Source: an optimization exercise on an open RTL-to-GDS flow (aim: small area, a short achievable clock period and few clock cycles per item). Production flows keep margins and buffers that such runs may drop. In this exercise RTL edits were held to simulation tests only and were not proved equivalent to the original. Power and IR drop assume default switching activity.

**flow/constraint.sdc**
```tcl
create_clock -name core_clock -period 12.0 [get_ports {clk}]
set_input_delay 2.4000 -clock core_clock [delete_from_list [all_inputs] [get_ports {clk}]]
set_output_delay 2.4000 -clock core_clock [all_outputs]
set_load 0.01 [all_outputs]
```
**flow/config.mk**
```make
export PLATFORM = sky130hd
export DESIGN_NAME = bfc_bitbuf
export DESIGN_NICKNAME = bfc_bitbuf
export VERILOG_FILES = /design/flow/design.v
export SDC_FILE = /design/flow/constraint.sdc
export NUM_CORES = 4
export LEC_CHECK = 0
export CAP_MARGIN = 20
export CORE_MARGIN = 2
export CORE_UTILIZATION = 40
export SLEW_MARGIN = 20
```
**flow/design.v**
```verilog
module bfc_bitbuf (
    input  wire        clk,
    input  wire        rst,           
    input  wire        cmd_valid,
    output wire        cmd_ready,
    input  wire [31:0] cmd_hdr,
    input  wire [63:0] cmd_a0,
    output wire        rsp_valid,
    input  wire        rsp_ready,
    output wire [7:0]  rsp_status,
    output wire [63:0] rsp_r0
);
    localparam [7:0] ST_OK       = 8'h00;
    localparam [7:0] ST_ABSENT   = 8'h11;
    localparam [7:0] ST_WIDTH    = 8'h12;
    localparam [7:0] ST_GRAN     = 8'h14;
    localparam [7:0] ST_BELOW    = 8'h15;
    localparam [7:0] ST_INUSE    = 8'h17;
    localparam [7:0] ST_CAPACITY = 8'h20;
    localparam [7:0] ST_ALLOC    = 8'h30;
    localparam [7:0] ST_ILLEGAL  = 8'h61;
    reg  [1:0]   valid;
    reg  [8:0]   bc0, bc1;
    reg  [8:0]   cur0, cur1;
    reg  [255:0] mem0, mem1;         
    reg          s1_valid;
    reg  [7:0]   s1_st;
    reg  [8:0]   s1_r0s;             
    reg          s1_rd;              
    reg          s1_wr;              
    reg          s1_se;              
    reg          s1_slot;
    reg          s1_msby;
    reg          s1_msbi;
    reg          s1_fix;             
    reg  [2:0]   s1_o;               
    reg  [2:0]   s1_l;               
    reg  [6:0]   s1_w;
    reg  [63:0]  s1_x;               
    reg  [4:0]   s1_start;           
    reg  [2:0]   s1_s;               
    reg  [2:0]   s1_d;               
    reg  [8:0]   s1_koh;             
    reg  [7:0]   s1_nbm;             
    reg  [8:0]   s1_zfw;             
    reg  [5:0]   s1_elo, s1_ehi;     
    reg          out_valid;
    reg  [7:0]   out_st;
    reg  [63:0]  out_r0;
    wire out_free = !out_valid || rsp_ready;
    wire s1_adv   = s1_valid && out_free;
    wire take     = cmd_valid && out_free;
    assign cmd_ready  = out_free;
    assign rsp_valid  = out_valid;
    assign rsp_status = out_st;
    assign rsp_r0     = out_r0;
    wire [7:0] opc      = cmd_hdr[7:0];
    wire [3:0] buf_n    = cmd_hdr[11:8];
    wire       hdr_lsby = cmd_hdr[12];
    wire       hdr_lsbi = cmd_hdr[13];
    wire [6:0] width    = cmd_hdr[22:16];
    wire bufhdr = (cmd_hdr[31:12] == 20'd0);
    wire codhdr = (cmd_hdr[31:23] == 9'd0) && (cmd_hdr[15:14] == 2'd0);
    wire op_create  = bufhdr && opc == 8'h01;
    wire op_destroy = bufhdr && opc == 8'h02;
    wire op_bitlen  = bufhdr && opc == 8'h03;
    wire op_pos     = bufhdr && opc == 8'h04;
    wire op_isalign = bufhdr && opc == 8'h05;
    wire op_align   = bufhdr && opc == 8'h06;
    wire op_skip    = bufhdr && opc == 8'h07;
    wire op_peek    = codhdr && opc == 8'h10;
    wire op_read    = codhdr && opc == 8'h11;
    wire op_write   = codhdr && opc == 8'h12;
    wire op_field   = op_peek || op_read || op_write;
    wire legal      = op_create || op_destroy || op_bitlen || op_pos || op_isalign ||
                      op_align || op_skip || op_field;
    wire       b       = buf_n[0];
    wire       inrange = (buf_n[3:1] == 3'd0);
    wire       present = inrange && valid[b];
    wire [8:0] bcur    = b ? bc1 : bc0;
    wire [8:0] cur     = b ? cur1 : cur0;
    reg  any_r, two_r;
    integer gi;
    always @* begin
        any_r = 1'b0;
        two_r = 1'b0;
        for (gi = 0; gi < 64; gi = gi + 1) begin
            two_r = two_r | (any_r & cmd_a0[gi]);
            any_r = any_r | cmd_a0[gi];
        end
    end
    wire g_pow2 = any_r && !two_r;
    wire [8:0] m9 = {|cmd_a0[63:6], |cmd_a0[63:5], |cmd_a0[63:4], |cmd_a0[63:3],
                     |cmd_a0[63:2], |cmd_a0[63:1], 3'b111};
    wire       is_alnd = ((cur & m9) == 9'd0);
    wire [9:0] align_t = is_alnd ? {1'b0, cur} : ({1'b0, cur | m9} + 10'd1);
    wire       align_big = (align_t > 10'd256);
    wire       d_neg   = cmd_a0[63];
    wire       d_small = d_neg ? (&cmd_a0[63:9]) : ~(|cmd_a0[63:9]);
    wire [10:0] skip_s = {2'b00, cur} + {cmd_a0[9], cmd_a0[9:0]};
    wire       skip_below = d_small ? skip_s[10] : d_neg;
    wire       skip_big   = d_small ? (!skip_s[10] && skip_s[9:0] > 10'd256) : !d_neg;
    wire [8:0] skip_t = skip_s[8:0];
    wire cap_big = (|cmd_a0[63:6]) || (cmd_a0[5] && (|cmd_a0[4:0]));
    wire       width_ok = (width != 7'd0) && (!width[6] || width[5:0] == 6'd0);
    wire [9:0] fld_t    = {1'b0, cur} + {3'd0, width};
    wire       fld_big  = (fld_t > 10'd256);
    wire       fld_cap  = (fld_t > {1'b0, bcur});
    function [5:0] bytes_of;     
        input [9:0] bits;
        bytes_of = bits[8:3] + {5'd0, (bits[2:0] != 3'd0)};
    endfunction
    reg  [7:0] n_st;
    reg  [8:0] n_r0s;
    reg        n_rd, n_wr, n_se;
    reg        n_setv, n_clrv;
    reg        n_setbc, n_setcur;
    reg  [8:0] n_bc, n_cur;
    reg  [5:0] n_elo, n_ehi;
    reg        grow;
    reg  [9:0] gt;                
    always @* begin
        n_st = ST_OK; n_r0s = 9'd0;
        n_rd = 1'b0; n_wr = 1'b0; n_se = 1'b0;
        n_setv = 1'b0; n_clrv = 1'b0; n_setbc = 1'b0; n_setcur = 1'b0;
        n_bc = 9'd0; n_cur = 9'd0;
        n_elo = bytes_of({1'b0, bcur});
        n_ehi = 6'd0;
        grow = 1'b0;
        gt = 10'd0;
        if (!legal) begin
            n_st = ST_ILLEGAL;
        end else if (op_create) begin
            if (!inrange)        n_st = ST_ABSENT;
            else if (valid[b])   n_st = ST_INUSE;
            else if (cap_big)    n_st = ST_ALLOC;
            else begin
                n_setv = 1'b1; n_setbc = 1'b1; n_setcur = 1'b1;
                n_bc = {cmd_a0[5:0], 3'b000};
                n_cur = 9'd0;
                n_se = 1'b1;
                n_elo = 6'd0;
                n_ehi = cmd_a0[5:0];
            end
        end else if (!present) begin
            n_st = ST_ABSENT;
        end else if (op_destroy) begin
            n_clrv = 1'b1; n_setbc = 1'b1; n_setcur = 1'b1;
        end else if (op_bitlen) begin
            n_r0s = bcur;
        end else if (op_pos) begin
            n_r0s = cur;
        end else if (op_isalign) begin
            if (!g_pow2) n_st = ST_GRAN;
            else         n_r0s = {8'd0, is_alnd};
        end else if (op_align) begin
            if (!g_pow2)        n_st = ST_GRAN;
            else if (align_big) n_st = ST_ALLOC;
            else begin
                n_setcur = 1'b1; n_cur = align_t[8:0];
                gt = align_t; grow = (align_t[8:0] > bcur);
            end
        end else if (op_skip) begin
            if (skip_below)    n_st = ST_BELOW;
            else if (skip_big) n_st = ST_ALLOC;
            else begin
                n_setcur = 1'b1; n_cur = skip_t;
                gt = {1'b0, skip_t}; grow = (skip_t > bcur);
            end
        end else begin
            if (!width_ok)                   n_st = ST_WIDTH;
            else if (!op_write && fld_cap)   n_st = ST_CAPACITY;
            else if (op_write && fld_big)    n_st = ST_ALLOC;
            else begin
                n_rd = !op_write;
                n_wr = op_write;
                if (!op_peek) begin
                    n_setcur = 1'b1; n_cur = fld_t[8:0];
                end
                if (op_write) begin
                    gt = fld_t; grow = fld_cap;
                end
            end
        end
        if (grow) begin
            n_setbc = 1'b1; n_bc = gt[8:0];
            n_se = 1'b1;
            n_ehi = bytes_of(gt);
        end
        if (n_wr) begin
            n_se = 1'b1;
        end
    end
    wire [8:0] tm1    = fld_t[8:0] - 9'd1;
    wire [4:0] i0     = cur[7:3];
    wire [4:0] il     = tm1[7:3];
    wire [3:0] kk     = {1'b0, il} - {1'b0, i0};           
    wire       msby   = !hdr_lsby;
    wire       msbi   = !hdr_lsbi;
    wire [2:0] f_o    = cur[2:0];
    wire [2:0] f_b    = 3'd7 - tm1[2:0];                   
    wire [5:0] dz     = bytes_of({1'b0, bcur}) - {1'b0, i0};   
    wire [5:0] zk     = msby ? (dz + 6'd8 - {2'd0, kk}) : dz;
    function [71:0] rev9;
        input [71:0] v;
        integer k;
        begin
            for (k = 0; k < 9; k = k + 1)
                rev9[8*k +: 8] = v[8*(8-k) +: 8];
        end
    endfunction
    wire [255:0] msel = s1_slot ? mem1 : mem0;
    wire [511:0] mdbl = {msel, msel};
    wire [511:0] msh  = mdbl >> {s1_start, 3'b000};
    wire [71:0]  pold = msh[71:0];
    wire [71:0]  q    = s1_msby ? rev9(pold) : pold;
    reg  [7:0] bk_r, bkw_r;
    integer k2;
    reg  [71:0] rx;          
    always @* begin
        bk_r  = 8'd0;
        bkw_r = 8'd0;
        for (k2 = 0; k2 < 9; k2 = k2 + 1) begin
            if (s1_koh[k2]) begin
                bk_r  = bk_r  | q[8*k2 +: 8];
                bkw_r = bkw_r | rx[8*k2 +: 8];
            end
        end
    end
    reg  [71:0] qf;
    wire [7:0]  bk_fix = bk_r >> s1_d;
    integer k3;
    always @* begin
        qf = q;
        for (k3 = 0; k3 < 9; k3 = k3 + 1)
            if (s1_fix && s1_koh[k3]) qf[8*k3 +: 8] = bk_fix;
    end
    wire [71:0] rsh = qf >> s1_s;
    wire [7:0]  vlo = s1_fix ? ((qf[7:0] & s1_nbm) | (rsh[7:0] & ~s1_nbm)) : rsh[7:0];
    wire [63:0] wmask = (s1_w[6]) ? {64{1'b1}} : ~({64{1'b1}} << s1_w[5:0]);
    wire [63:0] rd_v  = {rsh[63:8], vlo} & wmask;
    wire [71:0] xsh = {8'd0, s1_x} << s1_s;
    always @* begin
        rx = xsh;
        if (s1_fix) rx[7:0] = s1_x[7:0] & s1_nbm;
    end
    reg  [71:0] rxf;
    wire [7:0]  bkw_fix = bkw_r << s1_d;
    integer k4;
    always @* begin
        rxf = rx;
        for (k4 = 0; k4 < 9; k4 = k4 + 1)
            if (s1_fix && s1_koh[k4]) rxf[8*k4 +: 8] = bkw_fix;
    end
    wire [71:0] pw = s1_msby ? rev9(rxf) : rxf;
    wire [8:0] kf_oh = s1_msby ? {s1_koh[0], s1_koh[1], s1_koh[2], s1_koh[3], s1_koh[4],
                                  s1_koh[5], s1_koh[6], s1_koh[7], s1_koh[8]} : 9'd1;
    wire [8:0] kl_oh = s1_msby ? 9'h100 : s1_koh;
    wire [7:0] m0 = s1_msbi ? (8'hFF >> s1_o) : (8'hFF << s1_o);
    wire [7:0] m1 = s1_msbi ? (8'hFF << (3'd7 - s1_l)) : (8'hFF >> (3'd7 - s1_l));
    reg  [71:0] fmask;
    reg         inw;
    integer k5;
    always @* begin
        inw = 1'b0;
        for (k5 = 0; k5 < 9; k5 = k5 + 1) begin
            inw = inw | kf_oh[k5];
            fmask[8*k5 +: 8] = (inw ? 8'hFF : 8'h00) & (kf_oh[k5] ? m0 : 8'hFF) &
                               (kl_oh[k5] ? m1 : 8'hFF);
            inw = inw & !kl_oh[k5];
        end
    end
    reg  [71:0] merged;
    integer k6;
    always @* begin
        for (k6 = 0; k6 < 72; k6 = k6 + 1)
            merged[k6] = fmask[k6] ? pw[k6] : (pold[k6] & !s1_zfw[k6/8]);
    end
    wire [71:0]  wdat = s1_wr ? merged : 72'd0;
    wire [511:0] wsh  = {440'd0, wdat} << {s1_start, 3'b000};
    wire [255:0] wd   = wsh[255:0] | wsh[511:256];
    reg [31:0] ben;
    integer k7;
    always @* begin
        for (k7 = 0; k7 < 32; k7 = k7 + 1)
            ben[k7] = s1_adv && s1_se && (k7 >= s1_elo) && (k7 < s1_ehi);
    end
    integer k8;
    always @(posedge clk) begin
        for (k8 = 0; k8 < 32; k8 = k8 + 1) begin
            if (ben[k8] && !s1_slot) mem0[8*k8 +: 8] <= wd[8*k8 +: 8];
            if (ben[k8] &&  s1_slot) mem1[8*k8 +: 8] <= wd[8*k8 +: 8];
        end
    end
    always @(posedge clk) begin
        if (rst) begin
            valid     <= 2'b00;
            bc0       <= 9'd0;
            bc1       <= 9'd0;
            cur0      <= 9'd0;
            cur1      <= 9'd0;
            s1_valid  <= 1'b0;
            out_valid <= 1'b0;
        end else begin
            if (take) begin
                if (n_setv) valid[b] <= 1'b1;
                if (n_clrv) valid[b] <= 1'b0;
                if (n_setbc) begin
                    if (b) bc1 <= n_bc; else bc0 <= n_bc;
                end
                if (n_setcur) begin
                    if (b) cur1 <= n_cur; else cur0 <= n_cur;
                end
            end
            if (take)
                s1_valid <= 1'b1;
            else if (s1_adv)
                s1_valid <= 1'b0;
            if (s1_adv)
                out_valid <= 1'b1;
            else if (rsp_ready)
                out_valid <= 1'b0;
        end
    end
    integer k9;
    always @(posedge clk) begin
        if (take) begin
            s1_st    <= n_st;
            s1_r0s   <= n_r0s;
            s1_rd    <= n_rd;
            s1_wr    <= n_wr;
            s1_se    <= n_se;
            s1_slot  <= b;
            s1_msby  <= msby;
            s1_msbi  <= msbi;
            s1_fix   <= msby ^ msbi;
            s1_o     <= f_o;
            s1_l     <= tm1[2:0];
            s1_w     <= width;
            s1_x     <= cmd_a0;
            s1_start <= msby ? (il - 5'd8) : i0;
            s1_s     <= msby ? f_b : f_o;
            s1_d     <= msby ? f_o : f_b;
            for (k9 = 0; k9 < 9; k9 = k9 + 1) begin
                s1_koh[k9] <= (kk == k9);
                s1_zfw[k9] <= ({2'b0, zk} <= k9);
            end
            s1_nbm   <= msby ? ~(8'hFE << tm1[2:0]) : (8'hFF >> f_o);
            s1_elo   <= n_wr ? {1'b0, i0} : n_elo;
            s1_ehi   <= n_wr ? ({1'b0, il} + 6'd1) : n_ehi;
        end
        if (s1_adv) begin
            out_st <= s1_st;
            out_r0 <= s1_rd ? rd_v : {55'd0, s1_r0s};
        end
    end
endmodule
```
**flow/run.sh**
```bash
#!/bin/bash
# synth_recipe.tcl (not shown) runs the flow's synth.tcl, then flattens the netlist and writes it again
# the make line also repeats each setting of config.mk as NAME=value (left out here)
make -C /OpenROAD-flow-scripts/flow DESIGN_CONFIG=/design/flow/config.mk WORK_HOME=/design/flow/orfs CLKGATE_MAP_FILE= SYNTH_SCRIPT=/design/flow/synth_recipe.tcl finish
```
==> flow_summary.json <==
{
  "post-route-period-util": 0.7492,
  "cts.reportedPaths.clkPinSlew_ns": 0.08,
  "dr_total_vias": 66490,
  "tns_ns": 0,
  "synth.most_common_cell": "edfxtp_1",
  "hold_viol": 0,
  "netlist_top_cells_count": "edfxtp_1 (729), nand2_1 (595), nor2_1 (564)",
  "gp_congestion": 1.153,
  "fp.dieArea_um2": 160100,
  "outcome": "complete, no violations",
  "cts_sinks": 769,
  "cts_resized": 0,
  "drive_gt1_frac": 0.1869,
  "synth-edff-count": 729,
  "slowest_stage": "mux2i_1",
  "portBuffers": 171,
  "die_h_um": 400.1,
  "max-cap-violations": 0,
  "ys_async_sr_fraction": 0,
  "final_nets": 6490,
  "die_w_um": 400.1,
  "antenna_found_initial": 48,
  "grt_pass1_wl_um": 536600,
  "critPathMaxStageDelay_ns": 0.55,
  "netlist.area_leader.share": 0.3487,
  "yosysTopAreaCell": "edfxtp_1",
  "clk_latency_ns": 0.78,
  "skew_ns": 0.1005,
  "synthTopCellsByArea": "edfxtp_1 (35%), mux4_2 (11%), mux2i_1 (6.0%)",
  "rsz0062_at_grt": "false",
  "p_leak_uw": 0.02437,
  "syn_area_um2": 62770,
  "drc": 0,
  "synth_cell_types": 112,
  "timing.fmax_mhz": 111.2,
  "grt_max_degree": 136,
  "finalPower_uw": 9273,
  "cts_setup_buffers": 0,
  "maxSlewHeadroom": 0.05793,
  "hold_buffers": 0,
  "slew_viol_final": 0,
  "irDropWorstVdd_mv": 0.1360,
  "end_kind": "flop",
  "pin_count": 174,
  "overflow": 0,
  "first_pass_iters": 10,
  "critical_path_peak_fanout": 25,
  "hold_path.class": "reg -> reg",
  "cts_made_buffers": 90,
  "initial_core_util": 0.4023,
  "ys_warn_count": 1,
  "drt_first_iter_violations": 13390,
  "hpwl_um": 313300,
  "ant_nets": 0,
  "routed_wl_um": 412500,
  "synth_cells": 6254,
  "wl_per_cell_um": 48.52,
  "fp-row-count": 145,
  "clockBufferDepth": 3,
  "postPlaceCellArea_um2": 67710,
  "start_kind": "input pin",
  "rrSetupSlack_ns": 3.49,
  "finalInstanceArea_um2": 71010,
  "fin_crit_ns": 8.990,
  "worst_ep_required_time_ns": 12.59,
  "synth-seq-cells": 769,
  "clockRootBuffer": "clkbuf_16",
  "power_density_nw_per_um2": 130.6,
  "synthFlopType": "edfxtp_1",
  "track_usage": 0.4993,
  "timing.hold.ws_ns": 0.4176,
  "crit_type": "in -> reg",
  "cts_max_level": 3,
  "core_area_um2": 156000,
  "grt_pass1_vias": 58460,
  "avgSynthCellArea_um2": 10.04,
  "finalSetupViolCount": 0,
  "syn_to_final_growth_pct": 13.12,
  "via_per_inst": 7.821,
  "arrival_ns": 9.58,
  "cts_tree": "built",
  "tightest_slew_ns": 1.407,
  "ys_seq_area_frac": 0.3615
}
layout by cell type, fill, tap and decap left out, types with 64 or more instances in the layout:
| cell | count |
|---|---|
| o211ai_1 | 64 |
| a221oi_1 | 64 |
| buf_4 | 312 |
| a211oi_1 | 81 |
| o22ai_1 | 232 |
| mux2i_1 | 372 |
| a21oi_1 | 270 |
| clkdlybuf4s50_1 | 171 |
| clkbuf_16 | 92 |
| ha_1 | 72 |
| o221ai_1 | 88 |
| nor3_1 | 139 |
| mux2_2 | 215 |
| nand3_1 | 138 |
| nor2_1 | 515 |
| mux4_2 | 318 |
| o21ai_0 | 265 |
| a22oi_1 | 123 |
| nand2_1 | 591 |
| edfxtp_1 | 729 |
| inv_1 | 103 |
logic make-up (layout without fill, tap and decap cells):
group / count (synthesis) / after routing / share of synthesized area
buf+inv: 647 / 778 / 0.04511
fa+ha+maj: 80 / 80 / 0.01642
xor+xnor: 34 / 34 / 0.004744
other cells: 2 / 61 / 0.0001196
mux: 935 / 935 / 0.2184
compound gates: 1899 / 1899 / 0.2146
simple gates: 1888 / 1888 / 0.1391
flops: 769 / 769 / 0.3615
critical path, delay by kind of cell:
kind | cells | cell delay [ns]
and+or+nand+nor | 6 | 1.37
muxes | 2 | 0.63
xor gates and xnor gates | 5 | 1.27
buffers and inverters | 5 | 1.20
adders and majority gates | 4 | 1.43
AOI/OAI and AO/OA | 7 | 1.23
stage by stage:
stage	std cells	worst slack [ns]	utilization
finish	8502	3.010	0.4551
CTS	8442	3.091	0.4538
global placement	8274	2.473	0.4338
global route	8449	2.402	0.4543
floorplan	6257	2.977	-
detailed placement	8275	2.347	0.4340
state kept, by name, indices dropped and copies added, names as in the netlist, 7 cells and up, named ones only:
signal,cells
bc0,9
s1_w,7
cur1,9
s1_r0s,9
cur0,9
s1_nbm,7
s1_zfw,9
bc1,9
out_r0,64
mem1,256
mem0,256
s1_x,64
s1_koh,9
final cells by class:
| cell class | instances | area [µm²] |
|---|---|---|
| Antenna cell | 56 | 140.1 |
| Multi-Input combinational cell | 4841 | 37780 |
| Fill cell | 14730 | 85020 |
| Timing Repair Buffer | 496 | 4289 |
| Tap cell | 2058 | 2575 |
| Clock buffer | 113 | 2406 |
| Sequential cell | 769 | 22690 |
| Clock inverter | 54 | 678.2 |
| Inverter | 115 | 449.2 |
per-layer routing:
layer / global-route usage / vias to the layer above / part of all wire
met2: 0.6297 / 6547 / 0.37
met4: 0.2636 / 32 / 0.064
met3: 0.2916 / 1271 / 0.18
met5: 0.06749 / - / 0.0041
li1: - / 25220 / -
met1: 0.6515 / 33420 / 0.38
path summary, 6_finish.rpt:
check | start | end | depth (start not counted)
min reg2reg | s1_st[2]$_SDFFCE_PP0P_ | out_st[2]$_DFFE_PP_ | 0
max | cmd_hdr[8] | s1_zfw[0]$_DFFE_PP_ | 29
min | s1_st[2]$_SDFFCE_PP0P_ | out_st[2]$_DFFE_PP_ | 0
max reg2reg | s1_slot$_DFFE_PP_ | out_r0[35]$_SDFFCE_PN0P_ | 13
where the power goes:
part           leakage, µW  internal, µW  switching (µW)
Combinational       0.0157           926            2360
Sequential         0.00717          3000            71.1
Clock              0.00148          1660            1260
Total               0.0244          5580            3690
Testbench counts, summed over its fixed seeds: cycles 3,216, commands 3,200.

## static timing again, ports no longer ideal
How much do the figures lean on ideal ports? The routed layout below was timed once more, with nothing changed but the port constraints.
Step 1 (the two cells are an assumption about what drives the block):
set clk [get_ports {clk}]
set_driving_cell -lib_cell sky130_fd_sc_hd__clkbuf_16 $clk
set_driving_cell -lib_cell sky130_fd_sc_hd__buf_2 [delete_from_list [all_inputs] $clk]
Step 2 times the ports against the registers' clock, not the clock port: input delays grow and output delays shrink by t, the midpoint of the rising clock arrivals with the driver on.
Slacks: ideal ports / drivers / drivers and shift; pairs: ideal ports / drivers.
t, ns: 0.816
setup WS [ns]: 3.010 / 3.073 / 2.257
latest minus earliest clock arrival (ns): 0.100 / 0.101
cell pins on the clock port's net: 1
After both steps this run still meets setup and hold. For this run, drivers alone change the setup slack by +0.063 ns; drivers and shift together by -0.753 ns.
